This design comes from an exercise in tuning for small area, a short achievable clock period and few clock cycles per item on the open sky130 flow, not from production work.
The RTL was checked by simulation tests, not by an equivalence proof against the original design.
Power and IR drop assume default switching activity.

==> design.v <==
module dmac_prog_builder (
    input  wire        clk,
    input  wire        rst,
    input  wire        cmd_valid,
    output wire        cmd_ready,
    input  wire        cmd_zf,          
    input  wire [31:0] cmd_src,
    input  wire [31:0] cmd_dst,
    input  wire [31:0] cmd_size,
    input  wire [2:0]  cmd_bsz,
    input  wire [4:0]  cmd_blen,
    input  wire [2:0]  cmd_ssz,
    input  wire [5:0]  cmd_periph,
    input  wire [1:0]  cmd_kind,        
    input  wire        cmd_cache,
    input  wire        cmd_nonsecure,
    input  wire [31:0] cmd_buf_base,
    input  wire [31:0] cmd_buf_cap,
    output wire        wr_valid,
    input  wire        wr_ready,
    output wire [31:0] wr_addr,
    output wire [7:0]  wr_data,
    output reg         res_valid,
    output wire [1:0]  res_status,      
    output wire [3:0]  res_cause,
    output wire [31:0] res_length,
    output wire [31:0] res_needed,
    output wire [3:0]  res_residual
);
    localparam [3:0] I_SAR  = 4'd0;
    localparam [3:0] I_DAR  = 4'd1;
    localparam [3:0] I_FLP  = 4'd2;
    localparam [3:0] I_CCRB = 4'd3;
    localparam [3:0] I_LP1  = 4'd4;
    localparam [3:0] I_LP0  = 4'd5;
    localparam [3:0] I_BODY = 4'd6;
    localparam [3:0] I_LPE0 = 4'd7;
    localparam [3:0] I_LPE1 = 4'd8;
    localparam [3:0] I_CCRT = 4'd9;
    localparam [3:0] I_END  = 4'd10;
    localparam [3:0] I_DONE = 4'd11;
    localparam [1:0] P_FULL = 2'd0;      
    localparam [1:0] P_MID  = 2'd1;      
    localparam [1:0] P_LO   = 2'd2;      
    localparam [1:0] P_TAIL = 2'd3;      
    reg        idle;             
    reg        chk;              
    reg        run;              
    reg        verr;             
    reg        ovf;              
    reg        r_zf;
    reg [31:0] r_src, r_dst;
    reg [2:0]  r_bsz, r_ssz;
    reg [4:0]  r_blen;
    reg [5:0]  r_periph;
    reg [1:0]  r_kind;
    reg        r_cache, r_nonsecure;
    reg [31:0] room;             
    reg [31:0] q;
    reg [7:0]  rm;
    reg [4:0]  dcnt;             
    reg [3:0]  ip;
    reg [2:0]  bi;               
    reg [1:0]  ptype;
    reg        tph;              
    reg [19:0] off;              
    reg [19:0] at;               
    reg        vld;
    reg [7:0]  dat;
    reg [31:0] addr;
    assign cmd_ready = idle;
    assign wr_valid  = vld;
    assign wr_data   = dat;
    assign wr_addr   = addr;
    wire periph = !r_zf && (r_kind != 2'd0);
    wire [3:0] amask = r_zf ? 4'hF : ~(4'hF << r_bsz);
    wire [33:0] bsum = {2'b00, ~(addr ^ room)} + {1'b0, addr | room, 1'b0};
    wire bad_buf = bsum[33];
    reg  [3:0] cause;
    always @(*) begin
        if (r_zf) begin
            if (r_dst[3:0] != 4'd0)                           cause = 4'd6;
            else                                              cause = 4'd8;
        end else begin
            if (r_kind == 2'd3)                               cause = 4'd10;
            else if (r_bsz > 3'd4)                            cause = 4'd1;
            else if (r_ssz > 3'd4 || r_ssz > r_bsz)           cause = 4'd2;
            else if (r_blen == 5'd0 || r_blen > 5'd16)        cause = 4'd3;
            else if (r_kind != 2'd0 && r_periph[5])           cause = 4'd4;
            else if ((r_src[3:0] & amask) != 4'd0)            cause = 4'd5;
            else if ((r_dst[3:0] & amask) != 4'd0)            cause = 4'd6;
            else                                              cause = 4'd8;
        end
    end
    wire v_err = (cause != 4'd8) || bad_buf;
    wire       ist   = (ip == I_CCRT);
    wire       c_si  = !r_zf && (r_kind != 2'd2);
    wire       c_di  = r_zf || (r_kind != 2'd1);
    wire       c_sc7 = !r_zf && r_cache && (r_kind != 2'd2);
    wire       c_dc7 = !r_zf && r_cache && (r_kind != 2'd1);
    wire       c_p   = !r_zf && r_nonsecure;
    wire [2:0] c_e   = r_zf ? (ist ? 3'd0 : 3'd4) : (ist ? r_ssz : r_bsz);
    wire [3:0] c_l   = ist ? 4'd0 : (r_zf ? 4'd15 : r_blen[3:0] - 4'd1);
    wire [31:0] ccr  = {4'd0, c_dc7, c_dc7, 1'b1, 1'b0, c_p, 1'b0, c_l, c_e, c_di,
                        c_sc7, c_sc7, 1'b1, 1'b0, c_p, 1'b0, c_l, c_e, c_si};
    wire [2:0] e_t     = r_zf ? 3'd0 : r_ssz;
    wire [7:0] t_units = rm >> e_t;
    wire       f_nz    = (q[31:16] != 16'd0);
    wire       mid_c   = (q[15:9] != 7'd0) || (q[8] && q[7:0] != 8'd0);
    wire       lo_nz   = (q[15:0] != 16'd0);
    wire [7:0] pp      = {r_periph[4:0], 3'b000};
    wire [2:0] body_n  = r_zf ? 3'd3 : (periph ? 3'd7 : 3'd4);
    wire [4:0] plan_l  = r_zf ? 5'd11 : (periph ? 5'd15 : 5'd12);
    wire [7:0] cnt_m1  = ((ptype == P_TAIL) ? t_units :
                          (ptype == P_MID)  ? q[15:8] : q[7:0]) - 8'd1;
    wire [31:0] imm  = (ip == I_SAR) ? r_src : (ip == I_DAR) ? r_dst : ccr;
    wire [1:0]  bsel = bi[1:0] - 2'd2;
    wire [7:0]  immb = imm[{bsel, 3'b000} +: 8];
    wire        g    = !tph;
    reg [7:0] nb;        
    reg       st;        
    reg [2:0] ln;        
    reg       lastb;     
    always @(*) begin
        nb    = 8'h00;
        st    = (bi == 3'd0);
        ln    = 3'd2;
        lastb = (bi == 3'd1);
        case (ip)
            I_SAR, I_DAR, I_CCRB, I_CCRT: begin
                ln    = 3'd6;
                lastb = (bi == 3'd5);
                case (bi)
                    3'd0:    nb = 8'hBC;
                    3'd1:    nb = {6'd0, ip == I_DAR, ip == I_CCRB || ip == I_CCRT};
                    default: nb = immb;
                endcase
            end
            I_FLP:  nb = bi[0] ? pp : 8'h35;
            I_LP1:  nb = bi[0] ? ((ptype == P_FULL) ? 8'hFF : cnt_m1) : 8'h22;
            I_LP0:  nb = bi[0] ? ((ptype == P_FULL || ptype == P_MID) ? 8'hFF : cnt_m1) : 8'h20;
            I_LPE0: nb = bi[0] ? {5'd0, body_n} : 8'h38;
            I_LPE1: nb = bi[0] ? {4'd0, body_n + 4'd4} : 8'h3C;
            I_BODY: begin
                ln = 3'd1;
                st = 1'b1;
                if (r_zf) begin
                    lastb = (bi == 3'd2);
                    case (bi)
                        3'd0:    nb = 8'h12;         
                        3'd1:    nb = 8'h0C;         
                        default: nb = 8'h13;         
                    endcase
                end else if (!periph) begin
                    lastb = (bi == 3'd3);
                    case (bi)
                        3'd0:    nb = 8'h04;         
                        3'd1:    nb = 8'h12;         
                        3'd2:    nb = 8'h08;         
                        default: nb = 8'h13;         
                    endcase
                end else begin
                    lastb = (bi == 3'd6);
                    st    = (bi != 3'd1) && (bi != 3'd5);
                    ln    = (bi == 3'd0 || bi == 3'd4) ? 3'd2 : 3'd1;
                    case (bi)
                        3'd0:    nb = {6'b001100, g, 1'b0};      
                        3'd2:    nb = 8'h04;                     
                        3'd3:    nb = 8'h12;                     
                        3'd4:    nb = {6'b001010, g, 1'b1};      
                        3'd6:    nb = 8'h13;                     
                        default: nb = pp;
                    endcase
                end
            end
            default: begin       
                ln    = 3'd1;
                lastb = 1'b1;
            end
        endcase
    end
    reg [3:0] n_ip;
    reg [1:0] n_pt;
    always @(*) begin
        n_ip = I_DONE;
        n_pt = ptype;
        case (ip)
            I_SAR:  n_ip = I_DAR;
            I_DAR:  n_ip = periph ? I_FLP : I_CCRB;
            I_FLP:  n_ip = I_CCRB;
            I_LP1:  n_ip = I_LP0;
            I_LP0:  n_ip = I_BODY;
            I_BODY: n_ip = I_LPE0;
            I_CCRT: begin
                n_ip = (t_units != 8'd0) ? I_LP0 : I_END;
                n_pt = P_TAIL;
            end
            I_END:  n_ip = I_DONE;
            default: begin       
                if (ip == I_LPE0 && (ptype == P_FULL || ptype == P_MID))
                    n_ip = I_LPE1;
                else if (ptype == P_TAIL && ip != I_CCRB)
                    n_ip = I_END;
                else if ((ptype == P_FULL || ip == I_CCRB) && f_nz) begin
                    n_ip = I_LP1; n_pt = P_FULL;
                end else if ((ptype == P_FULL || ip == I_CCRB) && mid_c) begin
                    n_ip = I_LP1; n_pt = P_MID;
                end else if ((ptype == P_FULL || ip == I_CCRB) ? lo_nz :
                             (ptype == P_MID && q[7:0] != 8'd0)) begin
                    n_ip = I_LP0; n_pt = P_LO;
                end else
                    n_ip = I_CCRT;
            end
        endcase
    end
    wire       f_2   = (q[31:17] != 15'd0);
    wire [3:0] s_ip  = f_2 ? I_LP1 : mid_c ? I_LP1 : lo_nz ? I_LP0 : I_CCRT;
    wire [1:0] s_pt  = f_2 ? P_FULL : mid_c ? P_MID : P_LO;
    wire slot_free = !vld || wr_ready;
    wire stall     = (ip == I_CCRB) && (bi == 3'd5) && !dcnt[4];
    wire active    = run || (chk && !v_err);
    wire can       = active && slot_free && !stall && (ip != I_DONE);
    wire fits      = (room[31:3] != 29'd0) || (room[2:0] >= ln);
    wire ovf_now   = st && !fits && !ovf;
    wire wr_now    = !ovf && !ovf_now;
    wire skip      = ovf && (ip == I_LP1) && (bi == 3'd0) && (ptype == P_FULL);
    wire fdec      = (ip == I_LP0) && bi[0] && (ptype == P_FULL);
    wire [8:0] dvs = r_zf ? 9'd256 : ({4'd0, r_blen} << r_bsz);
    wire [8:0] t1  = {rm, q[31]};
    wire       ge1 = (t1 >= dvs);
    wire [8:0] r1  = ge1 ? t1 - dvs : t1;
    wire [8:0] t2  = {r1[7:0], q[30]};
    wire       ge2 = (t2 >= dvs);
    wire [8:0] r2  = ge2 ? t2 - dvs : t2;
    always @(posedge clk) begin
        if (rst) begin
            idle      <= 1'b1;
            chk       <= 1'b0;
            run       <= 1'b0;
            vld       <= 1'b0;
            res_valid <= 1'b0;
        end else begin
            res_valid <= 1'b0;
            if (idle) begin
                if (cmd_valid) begin
                    idle <= 1'b0;
                    chk  <= 1'b1;
                end
            end
            if (chk) begin
                chk <= 1'b0;
                if (v_err) begin
                    res_valid <= 1'b1;
                    idle      <= 1'b1;
                end else
                    run <= 1'b1;
            end
            if (run && ip == I_DONE && slot_free) begin
                run       <= 1'b0;
                res_valid <= 1'b1;
                idle      <= 1'b1;
            end
            if (can)
                vld <= wr_now && !skip;
            else if (wr_ready)
                vld <= 1'b0;
        end
    end
    always @(posedge clk) begin
        if (idle) begin
            r_zf        <= cmd_zf;
            r_src       <= cmd_src;
            r_dst       <= cmd_dst;
            r_bsz       <= cmd_bsz;
            r_blen      <= cmd_blen;
            r_ssz       <= cmd_ssz;
            r_periph    <= cmd_periph;
            r_kind      <= cmd_kind;
            r_cache     <= cmd_cache;
            r_nonsecure <= cmd_nonsecure;
            room        <= cmd_buf_cap;
            addr        <= cmd_buf_base;
            q           <= cmd_size;
            rm          <= 8'd0;
            dcnt        <= 5'd0;
            ip          <= cmd_zf ? I_DAR : I_SAR;
            bi          <= 3'd0;
            ptype       <= P_FULL;
            tph         <= 1'b0;
            off         <= 20'd0;
            ovf         <= 1'b0;
            verr        <= 1'b0;
        end else begin
            if (chk)
                verr <= v_err;
            if (vld && wr_ready)
                addr <= addr + 32'd1;
            if (!dcnt[4]) begin
                q    <= {q[29:0], ge1, ge2};
                rm   <= r2[7:0];
                dcnt <= dcnt + 5'd1;
            end
            if (can) begin
                if (skip) begin
                    off     <= off + {15'd0, plan_l};
                    q[31:16] <= q[31:16] - 16'd1;
                    ip      <= s_ip;
                    ptype   <= s_pt;
                end else begin
                    off <= off + 20'd1;
                    if (ovf_now) begin
                        ovf <= 1'b1;
                        at  <= off;
                    end
                    if (wr_now) begin
                        dat        <= nb;
                        room[19:0] <= room[19:0] - 20'd1;
                    end
                    if (fdec)
                        q[31:16] <= q[31:16] - 16'd1;
                    if (lastb) begin
                        bi    <= 3'd0;
                        ip    <= n_ip;
                        ptype <= n_pt;
                        if (n_ip == I_CCRT)
                            tph <= 1'b1;
                    end else
                        bi <= bi + 3'd1;
                end
            end
        end
    end
    assign res_status   = verr ? 2'd1 : (ovf ? 2'd2 : 2'd0);
    assign res_cause    = cause;
    assign res_length   = {12'd0, ovf ? at : off};
    assign res_needed   = {12'd0, off};
    assign res_residual = rm[3:0] & ~(4'hF << e_t);
endmodule
==> run.sh <==
#!/bin/bash
# synth_recipe.tcl (not shown) runs the flow's synth.tcl, then flattens the netlist and writes it again
# the make line also repeats each setting of config.mk as NAME=value (left out here)
make -C /OpenROAD-flow-scripts/flow DESIGN_CONFIG=/design/flow/config.mk WORK_HOME=/design/flow/orfs CLKGATE_MAP_FILE= SYNTH_SCRIPT=/design/flow/synth_recipe.tcl finish
==> config.mk <==
export PLATFORM = sky130hd
export DESIGN_NAME = dmac_prog_builder
export DESIGN_NICKNAME = dmac_prog_builder
export VERILOG_FILES = /design/flow/design.v
export SDC_FILE = /design/flow/constraint.sdc
export NUM_CORES = 4
export LEC_CHECK = 0
export CAP_MARGIN = 20
export CORE_MARGIN = 2
export CORE_UTILIZATION = 40
export SLEW_MARGIN = 20
==> constraint.sdc <==
create_clock -name core_clock -period 8.0 [get_ports {clk}]
set_input_delay 1.6000 -clock core_clock [delete_from_list [all_inputs] [get_ports {clk}]]
set_output_delay 1.6000 -clock core_clock [all_outputs]
set_load 0.01 [all_outputs]
==> results.yml, run 1 <==
outcome:
  outcome: "complete, no violations"
setup_path:
  r2r_end: "rm[4]"
  r2r_setup_slack_ns: 1.74
  crit_end: "rm[4]"
  required_ns: 8.41
  cp.arrival_ns: 6.67
  start_kind: "register"
  end_kind: "register"
  timing_worst_setup_path_type: "reg -> reg"
  reg2reg_from: "r_bsz[0]"
  cp_max_fo: 14
  rr_worst_depth: 21
  startpoint: "r_bsz[0]"
place:
  postPlaceCellArea_um2: 19900
  routabilityCongestion: 0.950
  dp.cells: 2575
  dp_hpwl_mm: 37.5
  port_buffers: 278
detailed_routing:
  viasPerCell: 5.51
  drtPass1Iterations: 6
  antenna_left: 0
  vias: 14500
  routed_wl_mm: 50.5
  drc_errors: 0
  wire_per_inst_um: 19.2
  drt_iter0_drc: 1113
yosys:
  synthCells: 1828
  synth-edff-count: 198
  seq_area_frac_synth_pct: 42.9
  synth_top_area_share_pct: 35.5
  async_reset_ff_share_pct: 0
  synth_area_um2: 16800
  yosysUniqueCellTypes: 88
  synth_area_leaders: "edfxtp_1, ha_1, dfxtp_1"
  syn_avg_cell_area_um2: 9.17
  yosysTopAreaCell: "edfxtp_1"
  synth_seq_cells: 260
  synth_warnings: 1
  synth-main-ff-cell: "edfxtp_1"
floorplan:
  core.rowCount: 75
  coreArea_um2: 41700
  die-area_um2: 43600
  floorplan.initialDensity_pct: 40.2
  die_y_um: 209
  io_pins: 303
  fp.dieW_um: 209
global_route:
  grt_pass1_vias: 13900
  globalRouteOverflowTotal: 0
  antenna_found_initial: 0
  grt_use_total_pct: 22.4
  grt_pass1_wl_mm: 78.0
  grt_max_degree: 227
clocking:
  clk_latency_ns: 0.58
  post-cts-setup-buffers: 0
  clock_sinks: 260
  cts_tree: "yes"
  htreeDepth: 1
  root_buffer: "clkbuf_16"
  clkTransAtPathRegs_ns: 0.08
  clk_path_buf_depth: 3
  cts_buffers: 29
  hold_buffers: 0
  cts-resized-gates: 0
power_and_ir_drop:
  fin_total_pwr_mw: 4.52
  vdd_drop_max_v: 0.000150
  cellPowerDensity_nw_per_um2: 216
  leakagePower_nw: 8.05
timing:
  period_needed_ns: 6.26
  fin_worst_skew_ns: 0.0324
  period_share_pct: 78.3
  tightest_slew_ns: 1.11
  drv_slew: 0
  rsz0062_at_grt: "no"
  max_freq_mhz: 160
  final_hold_viol_count: 0
  setup_violations: 0
  tns_ns: 0
  relSlewSlack_pct: 25.7
finish:
  finalNonFillerCells: 2629
  multi_input_area_um2: 8490
  drive_gt1_share_pct: 5.98
  final_area_um2: 20900
  n_fill_cell: 3932
  regArea_um2: 7190
  syn2layout_area_growth_pct: 24.6
  nets: 2356
hold_path:
  hp-class: "reg -> reg"
flow_run:
  cap_violations: 0
==> cells in the final DEF (no fill, tap or decap), types with 20 or more instances in the layout <==
cell type | Yosys | routed
nand4_1 | 33 | 33
xnor2_1 | 70 | 70
mux2_2 | 40 | 40
nor2b_1 | 20 | 20
inv_1 | 173 | 173
xor2_1 | 20 | 20
nor2_1 | 137 | 137
dfxtp_1 | 62 | 61
nand2_1 | 198 | 198
clkdlybuf4s50_1 | 0 | 278
clkbuf_16 | 0 | 31
conb_1 | 1 | 24
nor4_1 | 25 | 24
a21oi_1 | 95 | 95
nand3_1 | 40 | 40
nor3_1 | 63 | 62
edfxtp_1 | 198 | 198
ha_1 | 100 | 100
o21ai_0 | 138 | 138
==> flip-flops by register name (all words and copies together) (netlist names), 2 cells and up <==
register	flops
r_bsz	3
rm	8
q	32
r_kind	2
ip	4
room	32
dat	8
r_periph	6
off	20
r_blen	5
dcnt	5
bi	3
r_ssz	3
at	20
r_dst	32
ptype	2
r_src	32
addr	32
==> where the power goes <==
| group | total (mW) | switching (mW) | internal, mW | leakage, nW |
|---|---|---|---|---|
| Clock | 1.34 | 0.565 | 0.773 | 0.459 |
| Sequential | 1.75 | 0.144 | 1.61 | 2.54 |
| Combinational | 1.43 | 0.796 | 0.635 | 5.05 |
==> how the worst min path moves through the flow <==
stage | depth (start not counted) | to | slack, ns | start
2_1_floorplan | 2 | tph | 0.42 | tph
3_3_place_gp | 2 | q[20] | 0.48 | q[20]
3_5_place_dp | 2 | tph | 0.48 | tph
4_1_cts | 2 | tph | 0.49 | tph
5_1_grt | 2 | tph | 0.51 | tph
6_report | 2 | tph | 0.50 | tph
==> cells by family (layout without fill, tap and decap cells) <==
family	after synthesis	in the layout	share of synthesized area (%)
other	1	25	0.0224
XOR/XNOR	90	90	4.70
AND/OR/NAND/NOR	612	612	17.6
multiplexers	61	61	4.09
AO/OA/AOI/OAI	413	413	15.8
adder cells (fa/ha/maj)	103	103	7.82
flip-flops	260	260	42.9
buffers and inverters	288	526	7.10
==> worst max-delay path: stages (launching register included) <==
cell	delay [ns]
edfxtp_1	0.67
mux2i_1	0.19
or4_1	0.57
ha_1	0.34
nor2b_1	0.13
o21ai_0	0.19
a21boi_0	0.15
o21a_1	0.20
o22a_1	0.20
a211oi_2	0.73
mux2i_1	0.43
ha_1	0.32
nor2b_1	0.13
o21ai_0	0.22
a21boi_0	0.20
o211ai_1	0.20
nand2_1	0.10
a211oi_1	0.42
buf_4	0.29
nor2_1	0.06
a211oi_1	0.24
nor3_1	0.08
==> area by class of cell <==
class                      instances  share of cell area (%)
multi-input combinational       1303                    40.6
sequential                       260                    34.4
timing repair buffer             295                    14.0
clock buffer                      41                    4.08
tap                              539                    3.23
inverter                         178                    3.20
clock inverter                    12                   0.443
antenna                            1                  0.0120
==> synth_stat cells, types with 10 or more instances <==
cell type	n
edfxtp_1	198
nand2_1	198
inv_1	173
o21ai_0	138
nor2_1	137
ha_1	100
a21oi_1	95
xnor2_1	70
clkbuf_1	63
nor3_1	63
dfxtp_1	62
mux2_2	40
nand3_1	40
nand4_1	33
buf_4	27
nor4_1	25
nor2b_1	20
xor2_1	20
mux2i_1	19
nand2b_1	19
a211oi_1	17
a31oi_1	16
o221ai_1	16
a221oi_1	14
and3_1	13
buf_1	13
o211ai_1	13
o22ai_1	13
and2_1	12
or4_1	10
==> metal layers <==
metal / wire length [um] / global-route usage, % / vias to the layer above
li1: - / - / 7046
met1: 22500 / 30.8 / 6821
met2: 23800 / 37.2 / 534
met3: 3040 / 2.77 / 80
met4: 1220 / 6.33 / 0
met5: 0 / 0 / -
==> through the flow <==
| step | utilization, % | hold slack (ns) | setup slack, ns |
|---|---|---|---|
| 6_report | 50.1 | 0.495 | 1.74 |
| 5_1_grt | 50.1 | 0.513 | 1.31 |
| 4_1_cts | 50.1 | 0.494 | 1.72 |
| 3_5_place_dp | 47.9 | 0.484 | 1.81 |
| 3_3_place_gp | 47.9 | 0.481 | 1.90 |
| 2_1_floorplan | - | 0.420 | 1.83 |
Testbench counts, summed over its fixed seeds: cycles 18,312, builds 384.
==> run 2, diff against run 1 <==
--- a/design.v
+++ b/design.v
@@ -24,6 +24,6 @@
     output wire [1:0]  res_status,      
-    output wire [3:0]  res_cause,
+    output reg  [3:0]  res_cause,
     output wire [31:0] res_length,
     output wire [31:0] res_needed,
-    output wire [3:0]  res_residual
+    output reg  [3:0]  res_residual
 );
@@ -290,2 +290,3 @@
             off         <= 20'd0;
+            at          <= 20'd0;
             ovf         <= 1'b0;
@@ -310,7 +311,6 @@
                     off <= off + 20'd1;
-                    if (ovf_now) begin
+                    if (ovf_now)
                         ovf <= 1'b1;
-                        at  <= off;
-                    end
                     if (wr_now) begin
+                        at         <= off + 20'd1;
                         dat        <= nb;
@@ -332,7 +332,9 @@
     end
-    assign res_status   = verr ? 2'd1 : (ovf ? 2'd2 : 2'd0);
-    assign res_cause    = cause;
-    assign res_length   = {12'd0, ovf ? at : off};
+    always @(posedge clk) begin
+        res_cause    <= cause;
+        res_residual <= rm[3:0] & ~(4'hF << e_t);
+    end
+    assign res_status   = {ovf, verr};
+    assign res_length   = {12'd0, at};
     assign res_needed   = {12'd0, off};
-    assign res_residual = rm[3:0] & ~(4'hF << e_t);
 endmodule
--- a/config.mk
+++ b/config.mk
@@ -7,2 +7,3 @@
 export LEC_CHECK = 0
+export ABC_CLOCK_PERIOD_IN_PS = 2500
 export CAP_MARGIN = 20
@@ -10,2 +11,3 @@
 export CORE_UTILIZATION = 40
+export SETUP_SLACK_MARGIN = 5
 export SLEW_MARGIN = 20
==> results.yml, run 2 <==
place:
  port_buffers: 278
  dp_hpwl_mm: 40.6
  routabilityCongestion: 0.874
clocking:
  root_buffer: "clkbuf_16"
  cts_buffers: 35
  clk_latency_ns: 0.55
  clkTransAtPathRegs_ns: 0.06
  clock_sinks: 268
  htreeDepth: 2
  cts_tree: "yes"
  hold_buffers: 0
  clk_path_buf_depth: 3
global_route:
  globalRouteOverflowTotal: 0
  grt_max_degree: 91
  grtUsageMet3_pct: 4.14
  grt_use_total_pct: 25.5
  grt_pass1_wl_mm: 89.2
  top_usage_layer: "met2"
  grt_use_met2_pct: 42.0
  grt_pass1_vias: 15700
  use_met1_pct: 34.2
  antenna_found_initial: 2
finish:
  n_fill_cell: 3850
  drive_gt1_share_pct: 19.0
  mostFrequentLayoutCells: "clkdlybuf4s50_1, nand2_1, edfxtp_1, inv_1, o21ai_0"
  syn2layout_area_growth_pct: 38.9
  final_common_cell: "clkdlybuf4s50_1"
  nets: 2559
yosys:
  synth-xor-area-share_pct: 4.45
  ys_top_cells_by_count: "nand2_1, edfxtp_1, inv_1, o21ai_0, nor2_1"
  synth_seq_cells: 268
  synthMuxAreaShare_pct: 3.74
  syn_avg_cell_area_um2: 9.07
  synth_simple_gate_area_share_pct: 17.3
  synth-edff-count: 178
  synth_top_area_share_pct: 30.9
  synth_warnings: 1
  seq_area_frac_synth_pct: 41.3
  async_reset_ff_share_pct: 0
  synth_area_leaders: "edfxtp_1, dfxtp_1, ha_1"
  synthCells: 1909
  synth_area_um2: 17300
  synth-main-ff-cell: "edfxtp_1"
  synthAdderAreaFrac_pct: 7.63
  yosysMostFrequentCell: "nand2_1"
  synth-compound-area-share_pct: 18.2
  yosysTopAreaCell: "edfxtp_1"
  yosysUniqueCellTypes: 97
  synth_top_family_by_area: "compound AO/OA/AOI/OAI gates"
setup_path:
  cpMostUsedCell: "mux2_4"
  worst_path_max_delay_cell: "edfxtp_1"
  start_kind: "register"
  max_stage_delay_ns: 0.55
  required_ns: 8.45
  end_kind: "register"
  worstPathCellList: "buf_6, mux2_4, nor2_2, a21oi_2, nand2_1, o31a_1, or2_4, ha_4, nand4_1, nor2_2, o21ai_1, nand2_1, a211oi_4, mux2_4, inv_4, ha_4, nor2b_4, o21ai_2, a21boi_2, o211ai_1, a21oi_1, or3_4, mux2_4, a211oi_2"
  timing_worst_setup_path_type: "reg -> reg"
  cp.arrival_ns: 5.19
  cp_max_fo: 8
timing:
  max_freq_mhz: 211
  tns_ns: 0
  relSlewSlack_pct: 33.1
  fin_worst_skew_ns: 0.0316
  rsz0062_at_grt: "yes"
  period_needed_ns: 4.73
  period_share_pct: 59.2
  setup_violations: 0
  final_hold_viol_count: 0
  tightest_slew_ns: 1.00
  drv_slew: 0
floorplan:
  die_y_um: 212
  floorplan.initialDensity_pct: 40.4
  die-area_um2: 45000
  core.rowCount: 76
  fp.dieW_um: 212
  coreArea_um2: 42900
  io_pins: 303
detailed_routing:
  viasPerCell: 5.60
  drtPass1Iterations: 8
  drc_errors: 0
  antenna_left: 0
  vias: 16200
  drt_iter0_drc: 1284
  routed_wl_mm: 58.9
  wire_per_inst_um: 20.4
power_and_ir_drop:
  fin_total_pwr_mw: 4.98
  leakagePower_nw: 9.69
  vdd_drop_max_v: 0.000173
  cellPowerDensity_nw_per_um2: 207
flow_run:
  cap_violations: 0
outcome:
  outcome: "complete, no violations"
hold_path:
  hp-class: "reg -> reg"
run 2: changes by cell type after synthesis, moves of 10 or more:
| cell | delta |
|---|---|
| dfxtp_1 | +28 |
| nor3_1 | -18 |
| mux2_2 | -16 |
| a21oi_1 | +12 |
| edfxtp_1 | -20 |
| a311oi_1 | +15 |
| clkbuf_1 | +19 |
| nor2_1 | -17 |
| mux2_1 | +10 |
| a31oi_1 | +18 |
| nand3_1 | +10 |
run 2: area by class of cell:
class	count	area (um2)	area share, %
Clock inverter	17	155	0.645
Antenna cell	2	5.00	0.0208
Sequential cell	268	7180	29.9
Clock buffer	47	993	4.13
Tap cell	585	732	3.04
Inverter	176	673	2.80
Multi-Input combinational cell	1364	10100	42.0
Timing Repair Buffer	425	4220	17.5
run 2: cells by family after synthesis:
group	Yosys count
adder cells (fa/ha/maj)	104
AO/OA/AOI/OAI	486
other	1
flip-flops	268
buffers and inverters	303
multiplexers	58
XOR/XNOR	88
AND/OR/NAND/NOR	601
run 2: path summary, 6_finish.rpt:
kind / start / end / slack [ns] / depth (start not counted)
hold reg to reg: at[1] / at[1] / 0.49 / 2
setup / recovery: r_bsz[0] / rm[0] / 3.27 / 24
setup reg to reg: r_bsz[0] / rm[0] / 3.27 / 24
hold / removal: at[1] / at[1] / 0.49 / 2
run 2: routing by layer:
layer  wire length, um  up-vias
met4              1660        0
li1                  -     7668
met3              4000      102
met2             27400      606
met1             25800     7780
met5                 0        -
run 2: per-stage QoR:
step,util [%],worst slack [ns],std cells,hold slack (ns),instance area (um2)
final,56.1,3.27,2884,0.488,24100
after global routing,56.1,3.01,2883,0.504,24100
after CTS,54.9,3.31,2856,0.486,23600
after detailed placement,48.4,2.49,2687,0.464,20800
after global placement,48.4,2.61,2687,0.457,20800
after floorplan,-,3.32,1932,0.424,17800
run 2: power breakdown:
part,switching (mW),total (mW),internal (mW)
clock,0.631,1.57,0.942
sequential,0.122,1.75,1.63
combinational,0.876,1.66,0.784
run 2: critical path: cells and delay by family (launching register included):
kind | cells | cell delay, ns
buffers and inverters | 2 | 0.26
DFF | 1 | 0.55
muxes | 3 | 0.88
AOI/OAI and AO/OA | 9 | 1.40
and+or+nand+nor | 8 | 1.13
adders and majority gates | 2 | 0.42
run 2: what timing repair did:
item,in CTS,in global routing
hold endpoints to repair,0,0
pin swaps,59,21
buffers inserted,95,25
cloned,10,1
endpoints found under the setup margin,201,123
gates resized for setup,309,73
Testbench counts of run 2, summed over its fixed seeds: cycles 18,312, builds 384.
==> run 3, diff against run 2 <==
--- a/design.v
+++ b/design.v
@@ -54,3 +54,3 @@
     reg [4:0]  r_blen;
-    reg [5:0]  r_periph;
+    reg [4:0]  r_periph;
     reg [1:0]  r_kind;
@@ -61,2 +61,4 @@
     reg [4:0]  dcnt;             
+    reg        ddone;            
+    reg [6:0]  d3;               
     reg [3:0]  ip;
@@ -67,2 +69,7 @@
     reg [19:0] at;               
+    reg        a_st;             
+    reg        a_l6;             
+    reg        a_l1;             
+    reg        a_last;           
+    reg        a_ccrbl;          
     reg        vld;
@@ -75,4 +82,5 @@
     wire periph = !r_zf && (r_kind != 2'd0);
-    wire [3:0] amask = r_zf ? 4'hF : ~(4'hF << r_bsz);
-    wire [33:0] bsum = {2'b00, ~(addr ^ room)} + {1'b0, addr | room, 1'b0};
+    wire [3:0] amask = cmd_zf ? 4'hF : ~(4'hF << cmd_bsz);
+    wire [33:0] bsum = {2'b00, ~(cmd_buf_base ^ cmd_buf_cap)}
+                     + {1'b0, cmd_buf_base | cmd_buf_cap, 1'b0};
     wire bad_buf = bsum[33];
@@ -80,13 +88,13 @@
     always @(*) begin
-        if (r_zf) begin
-            if (r_dst[3:0] != 4'd0)                           cause = 4'd6;
+        if (cmd_zf) begin
+            if (cmd_dst[3:0] != 4'd0)                         cause = 4'd6;
             else                                              cause = 4'd8;
         end else begin
-            if (r_kind == 2'd3)                               cause = 4'd10;
-            else if (r_bsz > 3'd4)                            cause = 4'd1;
-            else if (r_ssz > 3'd4 || r_ssz > r_bsz)           cause = 4'd2;
-            else if (r_blen == 5'd0 || r_blen > 5'd16)        cause = 4'd3;
-            else if (r_kind != 2'd0 && r_periph[5])           cause = 4'd4;
-            else if ((r_src[3:0] & amask) != 4'd0)            cause = 4'd5;
-            else if ((r_dst[3:0] & amask) != 4'd0)            cause = 4'd6;
+            if (cmd_kind == 2'd3)                             cause = 4'd10;
+            else if (cmd_bsz > 3'd4)                          cause = 4'd1;
+            else if (cmd_ssz > 3'd4 || cmd_ssz > cmd_bsz)     cause = 4'd2;
+            else if (cmd_blen == 5'd0 || cmd_blen > 5'd16)    cause = 4'd3;
+            else if (cmd_kind != 2'd0 && cmd_periph[5])       cause = 4'd4;
+            else if ((cmd_src[3:0] & amask) != 4'd0)          cause = 4'd5;
+            else if ((cmd_dst[3:0] & amask) != 4'd0)          cause = 4'd6;
             else                                              cause = 4'd8;
@@ -110,4 +118,5 @@
     wire       lo_nz   = (q[15:0] != 16'd0);
-    wire [7:0] pp      = {r_periph[4:0], 3'b000};
+    wire [7:0] pp      = {r_periph, 3'b000};
     wire [2:0] body_n  = r_zf ? 3'd3 : (periph ? 3'd7 : 3'd4);
+    wire [2:0] body_l  = r_zf ? 3'd2 : (periph ? 3'd6 : 3'd3);
     wire [4:0] plan_l  = r_zf ? 5'd11 : (periph ? 5'd15 : 5'd12);
@@ -119,15 +128,7 @@
     wire        g    = !tph;
-    reg [7:0] nb;        
-    reg       st;        
-    reg [2:0] ln;        
-    reg       lastb;     
+    reg [7:0] nb;
     always @(*) begin
-        nb    = 8'h00;
-        st    = (bi == 3'd0);
-        ln    = 3'd2;
-        lastb = (bi == 3'd1);
+        nb = 8'h00;
         case (ip)
             I_SAR, I_DAR, I_CCRB, I_CCRT: begin
-                ln    = 3'd6;
-                lastb = (bi == 3'd5);
                 case (bi)
@@ -144,6 +145,3 @@
             I_BODY: begin
-                ln = 3'd1;
-                st = 1'b1;
                 if (r_zf) begin
-                    lastb = (bi == 3'd2);
                     case (bi)
@@ -154,3 +152,2 @@
                 end else if (!periph) begin
-                    lastb = (bi == 3'd3);
                     case (bi)
@@ -162,5 +159,2 @@
                 end else begin
-                    lastb = (bi == 3'd6);
-                    st    = (bi != 3'd1) && (bi != 3'd5);
-                    ln    = (bi == 3'd0 || bi == 3'd4) ? 3'd2 : 3'd1;
                     case (bi)
@@ -175,6 +169,3 @@
             end
-            default: begin       
-                ln    = 3'd1;
-                lastb = 1'b1;
-            end
+            default: nb = 8'h00;     
         endcase
@@ -218,8 +209,15 @@
     wire [1:0] s_pt  = f_2 ? P_FULL : mid_c ? P_MID : P_LO;
+    wire [2:0] bn    = bi + 3'd1;
+    wire       b_st  = (ip == I_BODY) && (!periph || (bn != 3'd1 && bn != 3'd5));
+    wire       b_l1  = !periph || bn == 3'd2 || bn == 3'd3 || bn == 3'd6;
+    wire       b_last = (ip == I_BODY) ? (bn == body_l) :
+                        (ip == I_SAR || ip == I_DAR || ip == I_CCRB || ip == I_CCRT) ?
+                        (bn == 3'd5) : 1'b1;
     wire slot_free = !vld || wr_ready;
-    wire stall     = (ip == I_CCRB) && (bi == 3'd5) && !dcnt[4];
-    wire active    = run || (chk && !v_err);
+    wire stall     = a_ccrbl && !ddone;
+    wire active    = run || (chk && !verr);
     wire can       = active && slot_free && !stall && (ip != I_DONE);
-    wire fits      = (room[31:3] != 29'd0) || (room[2:0] >= ln);
-    wire ovf_now   = st && !fits && !ovf;
+    wire fits      = (room[31:3] != 29'd0) ||
+                     (a_l6 ? (room[2:1] == 2'b11) : a_l1 ? (room[2:0] != 3'd0) : (room[2:1] != 2'd0));
+    wire ovf_now   = a_st && !fits && !ovf;
     wire wr_now    = !ovf && !ovf_now;
@@ -227,9 +225,16 @@
     wire fdec      = (ip == I_LP0) && bi[0] && (ptype == P_FULL);
-    wire [8:0] dvs = r_zf ? 9'd256 : ({4'd0, r_blen} << r_bsz);
-    wire [8:0] t1  = {rm, q[31]};
-    wire       ge1 = (t1 >= dvs);
-    wire [8:0] r1  = ge1 ? t1 - dvs : t1;
-    wire [8:0] t2  = {r1[7:0], q[30]};
-    wire       ge2 = (t2 >= dvs);
-    wire [8:0] r2  = ge2 ? t2 - dvs : t2;
+    wire [5:0] d1  = r_zf ? 6'd1 : (r_bsz[0] ? {r_blen, 1'b0} : {1'b0, r_blen});
+    wire [6:0] tt  = {rm[4:0], q[31:30]};
+    wire [7:0] x1  = {1'b0, tt} - {2'b0, d1};
+    wire [7:0] x2  = {1'b0, tt} - {1'b0, d1, 1'b0};
+    wire [7:0] x3  = {1'b0, tt} - {1'b0, d3};
+    wire [1:0] qd  = !x3[7] ? 2'd3 : !x2[7] ? 2'd2 : !x1[7] ? 2'd1 : 2'd0;
+    wire [4:0] rn  = !x3[7] ? x3[4:0] : !x2[7] ? x2[4:0] : !x1[7] ? x1[4:0] : tt[4:0];
+    wire [7:0] rfix = r_zf      ? q[31:24] :
+                      r_bsz[2]  ? {rm[3:0], q[31:28]} :
+                      r_bsz[1]  ? {rm[5:0], q[31:30]} : rm;
+    wire [7:0] qtop = r_zf      ? 8'd0 :
+                      r_bsz[2]  ? {4'd0, q[27:24]} :
+                      r_bsz[1]  ? {2'd0, q[29:24]} : q[31:24];
+    wire [6:0] cd1 = cmd_bsz[0] ? {1'b0, cmd_blen, 1'b0} : {2'b0, cmd_blen};
     always @(posedge clk) begin
@@ -251,3 +256,3 @@
                 chk <= 1'b0;
-                if (v_err) begin
+                if (verr) begin
                     res_valid <= 1'b1;
@@ -276,3 +281,3 @@
             r_ssz       <= cmd_ssz;
-            r_periph    <= cmd_periph;
+            r_periph    <= cmd_periph[4:0];
             r_kind      <= cmd_kind;
@@ -282,7 +287,16 @@
             addr        <= cmd_buf_base;
+            verr        <= v_err;
+            res_cause   <= cause;
             q           <= cmd_size;
             rm          <= 8'd0;
-            dcnt        <= 5'd0;
+            dcnt        <= cmd_zf ? 5'd4 : {3'd0, cmd_bsz[2:1]};
+            ddone       <= 1'b0;
+            d3          <= cmd_zf ? 7'd3 : cd1 + {cd1[5:0], 1'b0};
             ip          <= cmd_zf ? I_DAR : I_SAR;
             bi          <= 3'd0;
+            a_st        <= 1'b1;
+            a_l6        <= 1'b1;
+            a_l1        <= 1'b0;
+            a_last      <= 1'b0;
+            a_ccrbl     <= 1'b0;
             ptype       <= P_FULL;
@@ -292,6 +306,3 @@
             ovf         <= 1'b0;
-            verr        <= 1'b0;
         end else begin
-            if (chk)
-                verr <= v_err;
             if (vld && wr_ready)
@@ -299,5 +310,9 @@
             if (!dcnt[4]) begin
-                q    <= {q[29:0], ge1, ge2};
-                rm   <= r2[7:0];
+                q    <= {q[29:0], qd};
+                rm   <= {3'd0, rn};
                 dcnt <= dcnt + 5'd1;
+            end else if (!ddone) begin
+                q[31:24] <= qtop;
+                rm       <= rfix;
+                ddone    <= 1'b1;
             end
@@ -305,6 +320,7 @@
                 if (skip) begin
-                    off     <= off + {15'd0, plan_l};
+                    off      <= off + {15'd0, plan_l};
                     q[31:16] <= q[31:16] - 16'd1;
-                    ip      <= s_ip;
-                    ptype   <= s_pt;
+                    ip       <= s_ip;
+                    ptype    <= s_pt;
+                    a_l6     <= (s_ip == I_CCRT);
                 end else begin
@@ -320,10 +336,21 @@
                         q[31:16] <= q[31:16] - 16'd1;
-                    if (lastb) begin
-                        bi    <= 3'd0;
-                        ip    <= n_ip;
-                        ptype <= n_pt;
+                    if (a_last) begin
+                        bi      <= 3'd0;
+                        ip      <= n_ip;
+                        ptype   <= n_pt;
+                        a_st    <= 1'b1;
+                        a_l6    <= (n_ip == I_DAR || n_ip == I_CCRB || n_ip == I_CCRT);
+                        a_l1    <= (n_ip == I_END) || (n_ip == I_BODY && !periph);
+                        a_last  <= (n_ip == I_END);
+                        a_ccrbl <= 1'b0;
                         if (n_ip == I_CCRT)
                             tph <= 1'b1;
-                    end else
-                        bi <= bi + 3'd1;
+                    end else begin
+                        bi      <= bn;
+                        a_st    <= b_st;
+                        a_l6    <= 1'b0;
+                        a_l1    <= b_l1;
+                        a_last  <= b_last;
+                        a_ccrbl <= (ip == I_CCRB) && (bn == 3'd5);
+                    end
                 end
@@ -332,6 +359,4 @@
     end
-    always @(posedge clk) begin
-        res_cause    <= cause;
+    always @(posedge clk)
         res_residual <= rm[3:0] & ~(4'hF << e_t);
-    end
     assign res_status   = {ovf, verr};
==> results.yml, run 3 <==
finish:
  mostFrequentLayoutCells: "edfxtp_1, nand2_1, inv_1, nor2_1, o21ai_0"
  final_area_um2: 23700
  multi_input_area_um2: 9950
  nets: 2565
  regArea_um2: 7570
  fin_util_pct: 53.8
  drive_gt1_share_pct: 17.9
  n_fill_cell: 4116
  syn2layout_area_growth_pct: 33.1
  final_common_cell: "edfxtp_1"
detailed_routing:
  viasPerCell: 5.49
  drt_iter0_drc: 1244
  wire_per_inst_um: 20.0
  vias: 15900
  drtPass1Iterations: 5
  routed_wl_mm: 57.8
  drc_errors: 0
  antenna_left: 0
yosys:
  synth_simple_gate_area_share_pct: 16.7
  synth_seq_cells: 280
  async_reset_ff_share_pct: 0
  synthMuxAreaShare_pct: 3.71
  synth-edff-count: 193
  synth_top_area_share_pct: 32.5
  synth-xor-area-share_pct: 5.11
  synth_area_um2: 17800
  ys_top_cells_by_count: "edfxtp_1, inv_1, nand2_1, nor2_1, o21ai_0"
  synth-main-ff-cell: "edfxtp_1"
  yosysTopAreaCell: "edfxtp_1"
  synthCells: 1940
  synth_warnings: 1
  synthAdderAreaFrac_pct: 8.14
  synth-compound-area-share_pct: 16.8
  yosysUniqueCellTypes: 93
  syn_avg_cell_area_um2: 9.19
  synth_top_family_by_area: "compound AO/OA/AOI/OAI gates"
  seq_area_frac_synth_pct: 42.3
  synth_area_leaders: "edfxtp_1, dfxtp_1, ha_1"
global_route:
  globalRouteOverflowTotal: 0
  grt_use_total_pct: 24.0
  antenna_found_initial: 9
  grt_max_degree: 93
  grt_pass1_wl_mm: 87.1
  grt_pass1_vias: 15100
power_and_ir_drop:
  leakagePower_nw: 9.64
  vdd_drop_max_v: 0.000125
  fin_total_pwr_mw: 4.82
  cellPowerDensity_nw_per_um2: 203
setup_path:
  required_ns: 8.28
  start_kind: "primary input"
  cp_max_fo: 2
  r2r_setup_slack_ns: 5.06
  timing_worst_setup_path_type: "in -> reg"
  end_kind: "register"
  rr_worst_depth: 10
  cp.arrival_ns: 3.74
  max_stage_delay_ns: 0.49
  worstPathCellList: "clkdlybuf4s50_1, inv_1, ha_1, inv_1, ha_4, nand4_1, nor2_4, nand2_2, nor3_2, a22o_1, or4b_1"
  worst_path_max_delay_cell: "clkdlybuf4s50_1"
  cpMostUsedCell: "inv_1"
  reg2reg_from: "r_zf"
  startpoint: "cmd_buf_base[28]"
place:
  routabilityCongestion: 0.909
  postPlaceCellArea_um2: 21200
  port_buffers: 278
  dp_hpwl_mm: 40.4
hold_path:
  min_path_cells: 1
  min_from: "chk"
  hp-class: "reg -> reg"
timing:
  relSlewSlack_pct: 29.3
  period_needed_ns: 3.46
  fin_worst_skew_ns: 0.0130
  tns_ns: 0
  final_hold_viol_count: 0
  max_freq_mhz: 289
  rsz0062_at_grt: "yes"
  setup_violations: 0
  period_share_pct: 43.3
  drv_slew: 0
  tightest_slew_ns: 1.06
floorplan:
  die_y_um: 215
  core.rowCount: 77
  coreArea_um2: 44100
  floorplan.initialDensity_pct: 40.4
  die-area_um2: 46300
  fp.dieW_um: 215
  io_pins: 303
clocking:
  cts_buffers: 35
  clock_sinks: 280
  clk_latency_ns: 0.55
  cts_tree: "yes"
  htreeDepth: 2
  clk_path_buf_depth: 3
  hold_buffers: 0
  clkTransAtPathRegs_ns: 0.06
  root_buffer: "clkbuf_16"
flow_run:
  cap_violations: 0
outcome:
  outcome: "complete, no violations"
==> run 3: routing by layer <==
metal  vias to the layer above  share of wire [%]  routed length, um  track usage (%)
met5                         -                  0                  0                0
met4                         0                3.0               1760             9.45
met2                       524                 47              27200             38.5
met3                        98                5.6               3260             3.96
li1                       7600                  -                  -                -
met1                      7637                 44              25600             32.3
==> run 3: cell families after synthesis <==
family,count (synthesis)
AND/OR/NAND/NOR,602
multiplexers,59
AO/OA/AOI/OAI,465
flip-flops,280
adder cells (fa/ha/maj),113
XOR/XNOR,104
buffers and inverters,316
other,1
==> run 3: final cells by class <==
type | instances | share of cell area [%]
multi-input cells | 1371 | 41.9
flip-flops and latches | 280 | 31.9
repair buffers | 384 | 15.0
clock buffers | 47 | 4.06
inverters | 194 | 3.20
well taps | 592 | 3.12
clock inverters | 15 | 0.633
diodes | 8 | 0.0844
==> run 3: through the flow <==
stage	hold slack, ns	std cells	setup slack [ns]
final	0.479	2891	4.54
after CTS	0.483	2847	4.35
after detailed placement	0.475	2730	3.32
after global placement	0.461	2730	3.38
after floorplan	0.443	1963	4.14
after global routing	0.522	2891	4.46
==> run 3: path summary, 6_finish.rpt <==
check                end
setup / recovery    verr
setup reg to reg  dat[5]
hold reg to reg      chk
hold / removal       chk
==> run 3: power breakdown <==
group          internal, mW  switching (mW)  total (mW)
clock                 0.942           0.637        1.58
combinational         0.639           0.750        1.39
sequential             1.70           0.147        1.85
total                  3.29            1.53        4.82
==> run 3: what timing repair did <==
| action | 4_1_cts | 5_1_grt |
|---|---|---|
| endpoints found under the hold margin | 0 | 0 |
| pin swaps | 42 | 62 |
| resized for setup | 281 | 184 |
| gates cloned | 2 | 5 |
| endpoints found under the setup margin | 216 | 64 |
| setup buffers | 53 | 31 |
==> run 3: worst max-delay path: cells and delay by family <==
kind / cells / cell delay (ns)
buf+inv: 3 / 0.63
simple gates: 5 / 0.82
compound gates: 1 / 0.20
fa+ha+maj: 2 / 0.49
Testbench counts of run 3, summed over its fixed seeds: cycles 18,015, builds 384.
==> run 4, diff against run 3 <==
--- a/config.mk
+++ b/config.mk
@@ -7,3 +7,2 @@
 export LEC_CHECK = 0
-export ABC_CLOCK_PERIOD_IN_PS = 2500
 export CAP_MARGIN = 20
==> results.yml, run 4 <==
floorplan:
  die_y_um: 215
  die-area_um2: 46300
  floorplan.initialDensity_pct: 40.4
  io_pins: 303
  core.rowCount: 77
  coreArea_um2: 44100
  fp.dieW_um: 215
yosys:
  synth_area_um2: 17800
  synth_top_area_share_pct: 32.5
  yosysTopAreaCell: "edfxtp_1"
  yosysUniqueCellTypes: 93
  ys_top_cells_by_count: "edfxtp_1, inv_1, nand2_1, nor2_1, o21ai_0"
  seq_area_frac_synth_pct: 42.3
  async_reset_ff_share_pct: 0
  syn_avg_cell_area_um2: 9.19
  synthCells: 1940
  synth_area_leaders: "edfxtp_1, dfxtp_1, ha_1"
  synth-edff-count: 193
  synth-main-ff-cell: "edfxtp_1"
  synth_warnings: 1
  synth_seq_cells: 280
clocking:
  cts_tree: "yes"
  clk_path_buf_depth: 3
  clk_latency_ns: 0.55
  clock_sinks: 280
  htreeDepth: 2
  cts_buffers: 35
  root_buffer: "clkbuf_16"
  clkTransAtPathRegs_ns: 0.06
  hold_buffers: 0
power_and_ir_drop:
  leakagePower_nw: 9.64
  p_sw_share_pct: 31.8
  vdd_drop_max_v: 0.000125
  pwr-share-clk_pct: 32.8
  cellPowerDensity_nw_per_um2: 203
  p_sw_mw: 1.53
  power_frac_comb_pct: 28.8
  fin_total_pwr_mw: 4.82
  p_seq_share_pct: 38.4
  p_int_mw: 3.29
detailed_routing:
  vias: 15900
  drc_errors: 0
  routed_wl_mm: 57.8
  wire_per_inst_um: 20.0
  antenna_left: 0
  drtPass1Iterations: 5
  viasPerCell: 5.49
  drt_iter0_drc: 1244
flow_run:
  cap_violations: 0
outcome:
  outcome: "complete, no violations"
global_route:
  grt_pass1_wl_mm: 87.1
  globalRouteOverflowTotal: 0
  grt_use_total_pct: 24.0
  grt_pass1_vias: 15100
  grt_max_degree: 93
  antenna_found_initial: 9
setup_path:
  crit_end: "verr"
  r2r_setup_slack_ns: 5.06
  rr_worst_depth: 10
  cp.arrival_ns: 3.74
  cp_max_fo: 2
  r2r_end: "dat[5]"
  required_ns: 8.28
  startpoint: "cmd_buf_base[28]"
  start_kind: "primary input"
  reg2reg_from: "r_zf"
  end_kind: "register"
  timing_worst_setup_path_type: "in -> reg"
finish:
  n_fill_cell: 4116
  final_common_cell: "edfxtp_1"
  mostFrequentLayoutCells: "edfxtp_1, nand2_1, inv_1, nor2_1, o21ai_0"
  syn2layout_area_growth_pct: 33.1
  drive_gt1_share_pct: 17.9
  nets: 2565
  finalNonFillerCells: 2891
timing:
  rsz0062_at_grt: "yes"
  final_hold_viol_count: 0
  period_share_pct: 43.3
  setup_ws_ns: 4.54
  setup_violations: 0
  tightest_slew_ns: 1.06
  period_needed_ns: 3.46
  whs_ns: 0.479
  tns_ns: 0
  max_freq_mhz: 289
  drv_slew: 0
  fin_worst_skew_ns: 0.0130
  relSlewSlack_pct: 29.3
place:
  dp_hpwl_mm: 40.4
  port_buffers: 278
  place_ws_ns: 3.32
  routabilityCongestion: 0.909
  dp.cells: 2730
hold_path:
  hp-class: "reg -> reg"
-- run 4: cell counts in the layout (fill, tap and decap cells not counted) --
No cell type changed its count.
-- run 4: cell families (layout without fill, tap and decap cells) --
group,Yosys count,count (layout),synth area share [%]
AOI/OAI and AO/OA,465,465,16.8
xor gates and xnor gates,104,104,5.11
adders and majority gates,113,113,8.14
buffers and inverters,316,640,7.27
DFF,280,280,42.3
muxes,59,59,3.71
other,1,32,0.0210
and+or+nand+nor,602,606,16.7
-- run 4: routing by layer --
| layer | global-route usage, % | up-vias | wire, um |
|---|---|---|---|
| met5 | 0 | - | 0 |
| met4 | 9.45 | 0 | 1760 |
| met3 | 3.96 | 98 | 3260 |
| met2 | 38.5 | 524 | 27200 |
| met1 | 32.3 | 7637 | 25600 |
| li1 | - | 7600 | - |
-- run 4: metrics by stage --
stage | area (um2) | utilization, %
2_1_floorplan | 18100 | -
3_3_place_gp | 21200 | 47.9
3_5_place_dp | 21200 | 48.0
4_1_cts | 23000 | 52.0
5_1_grt | 23700 | 53.8
6_report | 23700 | 53.8
-- run 4: worst min path at each step --
stage | from | endpoint | slack [ns] | depth (start not counted)
6_report | chk | chk | 0.48 | 1
5_1_grt | at[6] | at[6] | 0.52 | 2
4_1_cts | chk | chk | 0.48 | 1
3_5_place_dp | chk | chk | 0.48 | 1
3_3_place_gp | chk | chk | 0.46 | 1
2_1_floorplan | chk | chk | 0.44 | 1
-- run 4: power by group through the flow --
stage / Combinational (mW) / Clock [mW] / Sequential [mW]
finish: 1.39 / 1.58 / 1.85
global route: 1.52 / 1.66 / 1.87
CTS: 1.25 / 1.61 / 1.85
global placement: 1.13 / 0 / 1.90
floorplan: 0.782 / 0 / 1.84
detailed placement: 1.15 / 0 / 1.90
-- run 4: cell type report --
cell class	count	area, um2	area share, %
multi-input combinational	1371	9950	41.9
sequential	280	7570	31.9
timing repair buffer	384	3560	15.0
clock buffer	47	963	4.06
inverter	194	758	3.20
tap	592	741	3.12
clock inverter	15	150	0.633
antenna	8	20.0	0.0844
-- run 4: critical path: stages --
cell,delay [ns]
clkdlybuf4s50_1,0.49
inv_1,0.05
ha_1,0.28
inv_1,0.09
ha_4,0.21
nand4_1,0.13
nor2_4,0.08
nand2_2,0.09
nor3_2,0.06
a22o_1,0.20
or4b_1,0.46
-- run 4: timing repair --
action,4_1_cts,5_1_grt
pin swaps,42,62
gates resized for setup,281,184
endpoints found under the setup margin,216,64
cloned,2,5
setup buffers,53,31
==> run 5, diff against run 4 <==
--- a/design.v
+++ b/design.v
@@ -55,2 +55,3 @@
     reg [4:0]  r_periph;
+    reg        r_per5;
     reg [1:0]  r_kind;
@@ -68,3 +69,2 @@
     reg [19:0] off;              
-    reg [19:0] at;               
     reg        a_st;             
@@ -82,5 +82,4 @@
     wire periph = !r_zf && (r_kind != 2'd0);
-    wire [3:0] amask = cmd_zf ? 4'hF : ~(4'hF << cmd_bsz);
-    wire [33:0] bsum = {2'b00, ~(cmd_buf_base ^ cmd_buf_cap)}
-                     + {1'b0, cmd_buf_base | cmd_buf_cap, 1'b0};
+    wire [3:0] amask = r_zf ? 4'hF : ~(4'hF << r_bsz);
+    wire [33:0] bsum = {2'b00, ~(addr ^ room)} + {1'b0, addr | room, 1'b0};
     wire bad_buf = bsum[33];
@@ -88,13 +87,13 @@
     always @(*) begin
-        if (cmd_zf) begin
-            if (cmd_dst[3:0] != 4'd0)                         cause = 4'd6;
+        if (r_zf) begin
+            if (r_dst[3:0] != 4'd0)                           cause = 4'd6;
             else                                              cause = 4'd8;
         end else begin
-            if (cmd_kind == 2'd3)                             cause = 4'd10;
-            else if (cmd_bsz > 3'd4)                          cause = 4'd1;
-            else if (cmd_ssz > 3'd4 || cmd_ssz > cmd_bsz)     cause = 4'd2;
-            else if (cmd_blen == 5'd0 || cmd_blen > 5'd16)    cause = 4'd3;
-            else if (cmd_kind != 2'd0 && cmd_periph[5])       cause = 4'd4;
-            else if ((cmd_src[3:0] & amask) != 4'd0)          cause = 4'd5;
-            else if ((cmd_dst[3:0] & amask) != 4'd0)          cause = 4'd6;
+            if (r_kind == 2'd3)                               cause = 4'd10;
+            else if (r_bsz > 3'd4)                            cause = 4'd1;
+            else if (r_ssz > 3'd4 || r_ssz > r_bsz)           cause = 4'd2;
+            else if (r_blen == 5'd0 || r_blen > 5'd16)        cause = 4'd3;
+            else if (r_kind != 2'd0 && r_per5)                cause = 4'd4;
+            else if ((r_src[3:0] & amask) != 4'd0)            cause = 4'd5;
+            else if ((r_dst[3:0] & amask) != 4'd0)            cause = 4'd6;
             else                                              cause = 4'd8;
@@ -103,2 +102,11 @@
     wire v_err = (cause != 4'd8) || bad_buf;
+    wire fits0 = (room[31:3] != 29'd0) || (room[2:1] == 2'b11);
+    wire [3:0] c_am  = cmd_zf ? 4'hF : ~(4'hF << cmd_bsz);
+    wire       c_bad = cmd_zf ? (cmd_dst[3:0] != 4'd0) :
+                       (cmd_kind == 2'd3) || (cmd_bsz > 3'd4) || (cmd_ssz > cmd_bsz) ||
+                       (cmd_blen == 5'd0) || (cmd_blen > 5'd16) ||
+                       (cmd_kind != 2'd0 && cmd_periph[5]) ||
+                       ((cmd_src[3:0] | cmd_dst[3:0]) & c_am) != 4'd0;
+    wire       c_fit = (cmd_buf_cap[30:3] != 28'd0) || (cmd_buf_cap[2:1] == 2'b11);
+    wire       quick = !c_bad && !cmd_buf_base[31] && !cmd_buf_cap[31] && c_fit;
     wire       ist   = (ip == I_CCRT);
@@ -217,6 +225,6 @@
     wire stall     = a_ccrbl && !ddone;
-    wire active    = run || (chk && !verr);
-    wire can       = active && slot_free && !stall && (ip != I_DONE);
+    wire can       = run && slot_free && !stall && (ip != I_DONE);
     wire fits      = (room[31:3] != 29'd0) ||
-                     (a_l6 ? (room[2:1] == 2'b11) : a_l1 ? (room[2:0] != 3'd0) : (room[2:1] != 2'd0));
+                     (a_l6 ? (room[2:0] == 3'd7) : a_l1 ? (room[2:1] != 2'd0) :
+                      (room[2] || room[1:0] == 2'b11));
     wire ovf_now   = a_st && !fits && !ovf;
@@ -249,16 +257,13 @@
             if (idle) begin
-                if (cmd_valid) begin
-                    idle <= 1'b0;
-                    chk  <= 1'b1;
-                end
-            end
-            if (chk) begin
-                chk <= 1'b0;
-                if (verr) begin
-                    res_valid <= 1'b1;
-                    idle      <= 1'b1;
-                end else
-                    run <= 1'b1;
-            end
-            if (run && ip == I_DONE && slot_free) begin
+                idle      <= !cmd_valid;
+                chk       <= cmd_valid && !quick;
+                run       <= cmd_valid && quick;
+                vld       <= cmd_valid && quick;
+            end else if (chk) begin
+                chk       <= 1'b0;
+                res_valid <= v_err;
+                idle      <= v_err;
+                run       <= !v_err;
+                vld       <= !v_err && fits0;
+            end else if (run && ip == I_DONE && slot_free) begin
                 run       <= 1'b0;
@@ -269,3 +274,3 @@
                 vld <= wr_now && !skip;
-            else if (wr_ready)
+            else if (run && wr_ready)
                 vld <= 1'b0;
@@ -282,2 +287,3 @@
             r_periph    <= cmd_periph[4:0];
+            r_per5      <= cmd_periph[5];
             r_kind      <= cmd_kind;
@@ -287,4 +293,3 @@
             addr        <= cmd_buf_base;
-            verr        <= v_err;
-            res_cause   <= cause;
+            verr        <= 1'b0;
             q           <= cmd_size;
@@ -295,5 +300,6 @@
             ip          <= cmd_zf ? I_DAR : I_SAR;
-            bi          <= 3'd0;
-            a_st        <= 1'b1;
-            a_l6        <= 1'b1;
+            bi          <= 3'd1;
+            dat         <= 8'hBC;
+            a_st        <= 1'b0;
+            a_l6        <= 1'b0;
             a_l1        <= 1'b0;
@@ -303,6 +309,12 @@
             tph         <= 1'b0;
-            off         <= 20'd0;
-            at          <= 20'd0;
+            off         <= 20'd1;
             ovf         <= 1'b0;
         end else begin
+            if (chk) begin
+                verr <= v_err;
+                if (!fits0 && !v_err) begin
+                    ovf        <= 1'b1;
+                    room[19:0] <= 20'd0;
+                end
+            end
             if (vld && wr_ready)
@@ -327,6 +339,7 @@
                     off <= off + 20'd1;
-                    if (ovf_now)
-                        ovf <= 1'b1;
+                    if (ovf_now) begin
+                        ovf        <= 1'b1;
+                        room[19:0] <= off;
+                    end
                     if (wr_now) begin
-                        at         <= off + 20'd1;
                         dat        <= nb;
@@ -357,8 +370,12 @@
             end
+            if (ip == I_DONE && !ovf)
+                room[19:0] <= off;
         end
     end
-    always @(posedge clk)
+    always @(posedge clk) begin
+        res_cause    <= cause;
         res_residual <= rm[3:0] & ~(4'hF << e_t);
+    end
     assign res_status   = {ovf, verr};
-    assign res_length   = {12'd0, at};
+    assign res_length   = {12'd0, room[19:0]};
     assign res_needed   = {12'd0, off};
--- a/config.mk
+++ b/config.mk
@@ -10,2 +10,3 @@
 export CORE_UTILIZATION = 40
+export CTS_BUF_LIST = sky130_fd_sc_hd__clkbuf_8
 export SETUP_SLACK_MARGIN = 5
==> results.yml, run 5 <==
yosys:
  synth_simple_gate_area_share_pct: 17.6
  synthAdderAreaFrac_pct: 8.46
  synth-compound-area-share_pct: 19.4
  synthMuxAreaShare_pct: 3.87
  yosysUniqueCellTypes: 86
  synthCells: 2030
  synth_warnings: 1
  synth_top_area_share_pct: 27.3
  syn_avg_cell_area_um2: 8.72
  yosysTopAreaCell: "edfxtp_1"
  synth-edff-count: 161
  yosysMostFrequentCell: "inv_1"
  synth_top_family_by_area: "compound AO/OA/AOI/OAI gates"
  ys_top_cells_by_count: "inv_1, nand2_1, o21ai_0, edfxtp_1, nor2_1"
  synth-main-ff-cell: "edfxtp_1"
  async_reset_ff_share_pct: 0
  synth_area_um2: 17700
  seq_area_frac_synth_pct: 38.6
  synth_area_leaders: "edfxtp_1, dfxtp_1, ha_1"
  synth-xor-area-share_pct: 3.76
  synth_seq_cells: 261
setup_path:
  max_stage_delay_ns: 0.47
  end_kind: "register"
  worstPathCellList: "inv_4, ha_4, or4b_4, or4_4, or3_4, o31a_1, a311oi_4, buf_4, buf_6, nand4_1, a21oi_1"
  required_ns: 8.56
  cp_max_fo: 5
  cp_num_buf_inv: 3
  start_kind: "register"
  crit_family: "simple AND/OR/NAND/NOR gates"
  timing_worst_setup_path_type: "reg -> reg"
  r2r_setup_slack_ns: 4.92
  cp.arrival_ns: 3.64
  worst_path_max_delay_cell: "or4b_4"
floorplan:
  fp.dieW_um: 214
  floorplan.initialDensity_pct: 40.3
  die-area_um2: 45900
  io_pins: 303
  coreArea_um2: 43900
  die_y_um: 214
  core.rowCount: 77
place:
  port_buffers: 278
  place_ws_ns: 3.41
  dp.cells: 2794
  routabilityCongestion: 0.927
  dp_hpwl_mm: 43.8
power_and_ir_drop:
  vdd_drop_max_v: 0.000111
  cellPowerDensity_nw_per_um2: 194
  fin_total_pwr_mw: 4.48
  leakagePower_nw: 9.49
detailed_routing:
  drtPass1Iterations: 6
  vias: 16700
  viasPerCell: 5.59
  routed_wl_mm: 60.9
  antenna_left: 0
  drc_errors: 0
  drt_iter0_drc: 1404
  wire_per_inst_um: 20.4
clocking:
  cts_tree: "yes"
  clock_sinks: 261
  cts_buffers: 48
  root_buffer: "clkbuf_8"
  clk_latency_ns: 0.64
  clkTransAtPathRegs_ns: 0.06
  clk_path_buf_depth: 3
  htreeDepth: 2
global_route:
  grt_pass1_vias: 16600
  grt_pass1_wl_mm: 93.2
  globalRouteOverflowTotal: 0
  antenna_found_initial: 1
  grt_max_degree: 107
  grt_use_total_pct: 25.5
timing:
  max_freq_mhz: 324
  setup_ws_ns: 4.92
  drv_slew: 0
  period_share_pct: 38.5
  period_needed_ns: 3.08
  tns_ns: 0
  setup_violations: 0
  fin_worst_skew_ns: 0.0318
  relSlewSlack_pct: 27.8
  final_hold_viol_count: 0
  whs_ns: 0.464
  tightest_slew_ns: 1.07
  rsz0062_at_grt: "yes"
finish:
  drive_gt1_share_pct: 15.9
  syn2layout_area_growth_pct: 30.8
  n_antenna_cell: 0
  finalNonFillerCells: 2994
  nets: 2666
  final_common_cell: "inv_1"
  mostFrequentLayoutCells: "inv_1, nand2_1, o21ai_0, clkdlybuf4s50_1, edfxtp_1"
flow_run:
  cap_violations: 0
hold_path:
  hp-class: "reg -> reg"
outcome:
  outcome: "complete, no violations"
[run 5: cell type report]
cell class	instances	area, um2
clock buffer	56	771
clock inverter	31	129
fill	4242	20800
inverter	194	754
multi-input combinational	1451	10000
sequential	261	6930
tap	592	741
timing repair buffer	409	3780
[run 5: what timing repair did]
action | CTS | global route
hold buffers | 0 | 0
setup endpoints to repair | 256 | 69
gates resized for setup | 245 | 82
pin swaps | 27 | 27
cloned | 2 | 2
setup buffers | 66 | 43
[run 5: layer usage]
metal / part of all wire [%] / vias to the layer above / GRT usage, %
met5: 0 / - / 0
met4: 3.9 / 0 / 9.68
met3: 6.2 / 135 / 4.07
met2: 48 / 640 / 44.0
met1: 42 / 7975 / 32.1
li1: - / 7984 / -
[run 5: kinds of logic (layout without fill, tap and decap cells)]
logic type      Yosys count  after routing
other cells               1             24
buf+inv                 341            690
flops                   261            261
compound gates          535            535
xor+xnor                 76             76
simple gates            635            635
mux                      64             64
fa+ha+maj               117            117
[run 5: metrics by stage]
stage	utilization, %	instance area (um2)
after detailed placement	47.4	20800
after global placement	47.4	20800
after CTS	51.3	22600
after floorplan	-	18000
final	52.7	23200
after global routing	52.7	23200
[run 5: worst reg2reg max path, cell delays in order, from the launching register on]
cell and delay, ns:
dfxtp_4 0.35, inv_4 0.06, ha_4 0.13, or4b_4 0.47, or4_4 0.47, or3_4 0.36
o31a_1 0.29, a311oi_4 0.38, buf_4 0.18, buf_6 0.08, nand4_1 0.08, a21oi_1 0.17
[run 5: final timing paths]
| path | from | end | cells past startpoint |
|---|---|---|---|
| setup / recovery | q[16] | tph | 11 |
| hold / removal | dat[4] | dat[4] | 2 |
| hold reg to reg | dat[4] | dat[4] | 2 |
| setup reg to reg | q[16] | tph | 11 |
[run 5: power breakdown]
part           total, mW  switching [mW]  internal [mW]  leakage (nW)
Sequential          1.73           0.152           1.58          2.49
Clock               1.23           0.593          0.634         0.532
Combinational       1.52           0.828          0.693          6.47
Testbench counts of run 5, summed over its fixed seeds: cycles 17,742, builds 384.

[what the ideal ports hide]
The results above use ideal ports. As a check the final layouts listed here were re-extracted and re-timed, cells and wires unchanged.
Step 1, drivers: a clkbuf_16 drives clk and a buf_2 each remaining input, both assumed.
Step 2 times the ports against the registers' clock, not the clock port: input delays grow and output delays shrink by t, the midpoint of the rising clock arrivals with the driver on.
a / b / c = ideal / step 1 / step 2; a / b = the first two.
| run | shift t [ns] | slack for setup (ns) | hold WS [ns] | slew at the worst register clock pin (ns) | pins driven straight from the clock port |
|---|---|---|---|---|---|
| run 1 | 0.617 | 1.738 / 1.738 / 1.738 | 0.495 / 0.495 / 0.495 | 0.08 / 0.08 | 1 |
| run 2 | 0.595 | 3.266 / 3.266 / 3.266 | 0.488 / 0.488 / 0.488 | 0.07 / 0.07 | 1 |
| run 3 | 0.599 | 4.538 / 4.540 / 3.941 | 0.479 / 0.479 / 0.479 | 0.06 / 0.06 | 1 |
| run 4 | 0.599 | 4.538 / 4.540 / 3.941 | 0.479 / 0.479 / 0.479 | 0.06 / 0.06 | 1 |
| run 5 | 0.673 | 4.917 / 4.917 / 4.368 | 0.464 / 0.464 / 0.464 | 0.07 / 0.07 | 1 |
After both steps setup and hold are still met in every run listed.
